From an optimization exercise on the open Yosys and OpenROAD flow, aimed at small area, a short achievable clock period and few clock cycles per item; shortcuts taken in it are not production practice. At most, simulation tests tie the RTL to the original design; equivalence was not proved. No activity file was given, so power comes from the tool's default toggle rates.

==> module b62_codec, before the edit <==
module b62_codec (
    input  wire        clk,
    input  wire        rst,
    input  wire        tt_we,
    input  wire [5:0]  tt_addr,
    input  wire [7:0]  tt_data,
    input  wire        enc_start,
    input  wire [15:0] enc_len,
    output wire        enc_idle,
    input  wire        enc_in_valid,
    input  wire [7:0]  enc_in_data,
    output wire        enc_in_ready,
    output wire        enc_out_valid,
    output wire [7:0]  enc_out_sym,
    output wire        enc_out_last,
    input  wire        enc_out_ready,
    input  wire        dec_start,
    input  wire [15:0] dec_len,
    output wire        dec_idle,
    input  wire        dec_in_valid,
    input  wire [7:0]  dec_in_sym,
    output wire        dec_in_ready,
    output wire        dec_out_valid,
    output wire [7:0]  dec_out_data,
    input  wire        dec_out_ready,
    output wire        dec_done,
    output wire        dec_err,
    output wire [15:0] dec_err_idx,
    output wire [15:0] dec_olen
);
    reg         wr_we;
    reg  [5:0]  wr_addr;
    reg  [7:0]  wr_data;
    always @(posedge clk) begin
        wr_we   <= tt_we;
        wr_addr <= tt_addr;
        wr_data <= tt_data;
    end
    reg [495:0] alpha;
    genvar g;
    generate
        for (g = 0; g < 62; g = g + 1) begin : g_alpha
            always @(posedge clk) begin
                if (wr_we && wr_addr == g)
                    alpha[g*8 +: 8] <= wr_data;
            end
        end
    endgenerate
    b62_enc u_enc (
        .clk       (clk),
        .rst       (rst),
        .alpha     (alpha),
        .start     (enc_start),
        .len       (enc_len),
        .idle      (enc_idle),
        .in_valid  (enc_in_valid),
        .in_data   (enc_in_data),
        .in_ready  (enc_in_ready),
        .out_valid (enc_out_valid),
        .out_sym   (enc_out_sym),
        .out_last  (enc_out_last),
        .out_ready (enc_out_ready)
    );
    b62_dec u_dec (
        .clk       (clk),
        .rst       (rst),
        .alpha     (alpha),
        .start     (dec_start),
        .len       (dec_len),
        .idle      (dec_idle),
        .in_valid  (dec_in_valid),
        .in_sym    (dec_in_sym),
        .in_ready  (dec_in_ready),
        .out_valid (dec_out_valid),
        .out_data  (dec_out_data),
        .out_ready (dec_out_ready),
        .done      (dec_done),
        .err       (dec_err),
        .err_idx   (dec_err_idx),
        .olen      (dec_olen)
    );
endmodule
Settings: LEC_CHECK=0, CAP_MARGIN=20, CORE_MARGIN=2, CORE_UTILIZATION=40, CTS_CLUSTER_DIAMETER=70, CTS_CLUSTER_SIZE=30, SETUP_SLACK_MARGIN=5, SLEW_MARGIN=20; clock period 9.0 ns.
standard.sh (not shown) runs the stock make flow with config.mk's settings and CLKGATE_MAP_FILE= SYNTH_SCRIPT=/design/flow/synth_recipe.tcl, a recipe that flattens the netlist after the stock synthesis.
==> flow/flow/run.sh <==
#!/bin/bash
set -euo pipefail
bash standard.sh SETUP_SLACK_MARGIN=6.0 \
    "BUFFER_PORTS_ARGS=-buffer_cell sky130_fd_sc_hd__buf_2" finish > make.log 2>&1
Rerun with:
--- a/flow/design.v
+++ b/flow/design.v
@@ -442,27 +442,19 @@
     input  wire        dec_out_ready,
     output wire        dec_done,
     output wire        dec_err,
     output wire [15:0] dec_err_idx,
     output wire [15:0] dec_olen
 );
-    reg         wr_we;
-    reg  [5:0]  wr_addr;
-    reg  [7:0]  wr_data;
-    always @(posedge clk) begin
-        wr_we   <= tt_we;
-        wr_addr <= tt_addr;
-        wr_data <= tt_data;
-    end
     reg [495:0] alpha;
     genvar g;
     generate
         for (g = 0; g < 62; g = g + 1) begin : g_alpha
             always @(posedge clk) begin
-                if (wr_we && wr_addr == g)
-                    alpha[g*8 +: 8] <= wr_data;
+                if (tt_we && tt_addr == g)
+                    alpha[g*8 +: 8] <= tt_data;
             end
         end
     endgenerate
     b62_enc u_enc (
         .clk       (clk),
         .rst       (rst),
Outcome: The new run passed the timing, design-rule and antenna checks. Routed wire length went up by 0.76%. Synthesized cell count went down by 0.39%. Total power went down by 3.7%. Area after synthesis went down by 1.8%. Final cell count went down by 0.97%. Non-clock buffer count went down by 15. Count of clock-buffer cells in the layout went down by 2. Setup slack loses 47 ps. Register-to-register slack gains 110 ps. Final area went down by 2.0%.
Testbench counts after the change, summed over its fixed seeds: cycles 14,069, items 9,181.
Function not checked in the first run of this note: the RTL went through the layout flow alone.

---

oak:
Another version of the RTL of b62_codec (not shown whole).
Size: ~3100 cells after synthesis, about 34000 µm² of cells after synthesis.
Settings: LEC_CHECK=0, CAP_MARGIN=20, CORE_MARGIN=2, CORE_UTILIZATION=40, SETUP_SLACK_MARGIN=5, SLEW_MARGIN=20; clock period 9.0 ns.
==> flow/flow/run.sh <==
#!/bin/bash
set -euo pipefail
bash standard.sh SETUP_SLACK_MARGIN=6.2 \
    "BUFFER_PORTS_ARGS=-buffer_cell sky130_fd_sc_hd__buf_2" finish > make.log 2>&1
Looking at the reports, oak completed the entire flow and the layout it produced met the timing, design-rule and antenna checks.
Testbench counts of oak, summed over its fixed seeds: cycles 14,069, items 9,181.
Inputs modified between oak and birch:
--- a/flow/design.v
+++ b/flow/design.v
@@ -19,12 +19,13 @@
     reg        bl1;          
     reg [13:0] acc;          
     reg [3:0]  have;         
     reg        d5;           
     reg        irdy;         
     reg        idle_r;
+    reg        busy_o;       
     reg        ov;           
     reg [7:0]  osym;
     reg        olast;
     reg        ov1;          
     reg [7:0]  osym1;
     reg        olast1;
@@ -105,18 +106,26 @@
     wire        le5_n  = le_n({ld, step}, cmp, have, 5);
     wire        le6_n  = le_n({ld, step}, cmp, have, 6);
     wire        le11_n = le_n({ld, step}, cmp, have, 11);
     wire        step_n = run_n && (blz_n || !le5_n) && !ov1_n;
     wire        irdy_n = run_n && !blz_n && (step_n ? le11_n : le6_n);
     wire [15:0] bl_dec = bytes_left - 16'd1;
-    assign idle      = idle_r;
+    assign idle      = !busy_o;
     assign in_ready  = irdy;
     assign out_valid = ov;
     assign out_sym   = osym;
     assign out_last  = olast;
     always @(posedge clk) begin
+        if (rst)
+            busy_o <= 1'b0;
+        else if (idle_r)
+            busy_o <= start && (len != 16'd0);
+        else if (pop && !ov1 && !running)
+            busy_o <= 1'b0;
+    end
+    always @(posedge clk) begin
         if (rst) begin
             running    <= 1'b0;
             bytes_left <= 16'd0;
             blz        <= 1'b1;
             bl1        <= 1'b0;
             acc        <= 14'd0;
@@ -190,12 +199,13 @@
     output wire         done,
     output wire         err,
     output wire [15:0]  err_idx,
     output wire [15:0]  olen
 );
     reg        idle_r;
+    reg        busy_o;       
     reg        done_r;
     reg        irdy;         
     reg [15:0] rem;          
     reg        rnz;          
     reg        r1;           
     reg        sv1;
@@ -288,21 +298,29 @@
     wire        acc_in  = in_valid && irdy;
     wire        rnz_n   = rnz && !(acc_in && r1);
     wire        adv2    = sv1 && (!sv || take);
     wire        sv_n    = adv2 || (sv && !take);
     wire        sv1_n   = acc_in || (sv1 && !adv2);
     wire        irdy_n  = rnz_n && (!sv1_n || !sv_n || !v1_n);
-    assign idle      = idle_r;
+    assign idle      = !busy_o;
     assign in_ready  = irdy;
     assign out_valid = v0;
     assign out_data  = ob0;
     assign done      = done_r;
     assign err       = err_r;
     assign err_idx   = i;
     assign olen      = olen_r;
     always @(posedge clk) begin
+        if (rst)
+            busy_o <= 1'b0;
+        else if (idle_r)
+            busy_o <= start;
+        else if (done_r)
+            busy_o <= 1'b0;
+    end
+    always @(posedge clk) begin
         if (rst) begin
             idle_r <= 1'b1;
             done_r <= 1'b0;
             irdy   <= 1'b0;
             rem    <= 16'd0;
             rnz    <= 1'b0;
[summary]
Comparing worst setup slack for oak and birch, the smaller number came from birch.
In the reports for oak and birch, the larger global-route wire length before repair belongs to oak.
Against oak, non-clock buffer count in birch fell by more than 10%.
Side by side, synthesized area turned out lower in birch than in oak.
oak → birch: quantity of gates resized following cts saw an increase, maximum frequency saw a decrease, share of the final layout cell area in multi-input gates saw a decrease, post-placement setup slack saw a decrease.
DRC violation total after the first TritonRoute iteration: birch > oak
Testbench counts of birch, summed over its fixed seeds: cycles 14,069, items 9,181.

-- re-timing with driven ports --
How much do the figures lean on ideal ports? The routed layouts below were timed once more, with nothing changed but the port constraints. Step 1 assumes that a clkbuf_16 drives the clock port and a buf_2 every other input. Step 2, shift: input delay + t, output delay - t, t = (earliest + latest rising clock arrival at the registers) / 2. This alone moves slack from input paths to output paths. Three values: ideal ports, drivers, drivers and shift; two values: the first two.
| run | shift t [ns] | setup WS [ns] | hold WS [ns] | pins driven straight from the clock port |
|---|---|---|---|---|
| the first run of note 1 | 0.682 | 5.891 / 5.891 / 5.460 | 0.445 / 0.445 / 0.445 | 1 |
| the second run of note 1 | 0.663 | 5.843 / 5.838 / 5.175 | 0.455 / 0.455 / 0.455 | 1 |
| oak | 0.708 | 5.979 / 5.910 / 5.479 | 0.462 / 0.462 / 0.462 | 1 |
| birch | 0.689 | 5.891 / 5.842 / 5.154 | 0.462 / 0.462 / 0.462 | 1 |
After both steps setup and hold are still met in every run listed. The setup slack of birch, which loses most, moves by -0.049 ns with the drivers and by -0.737 ns with both steps.
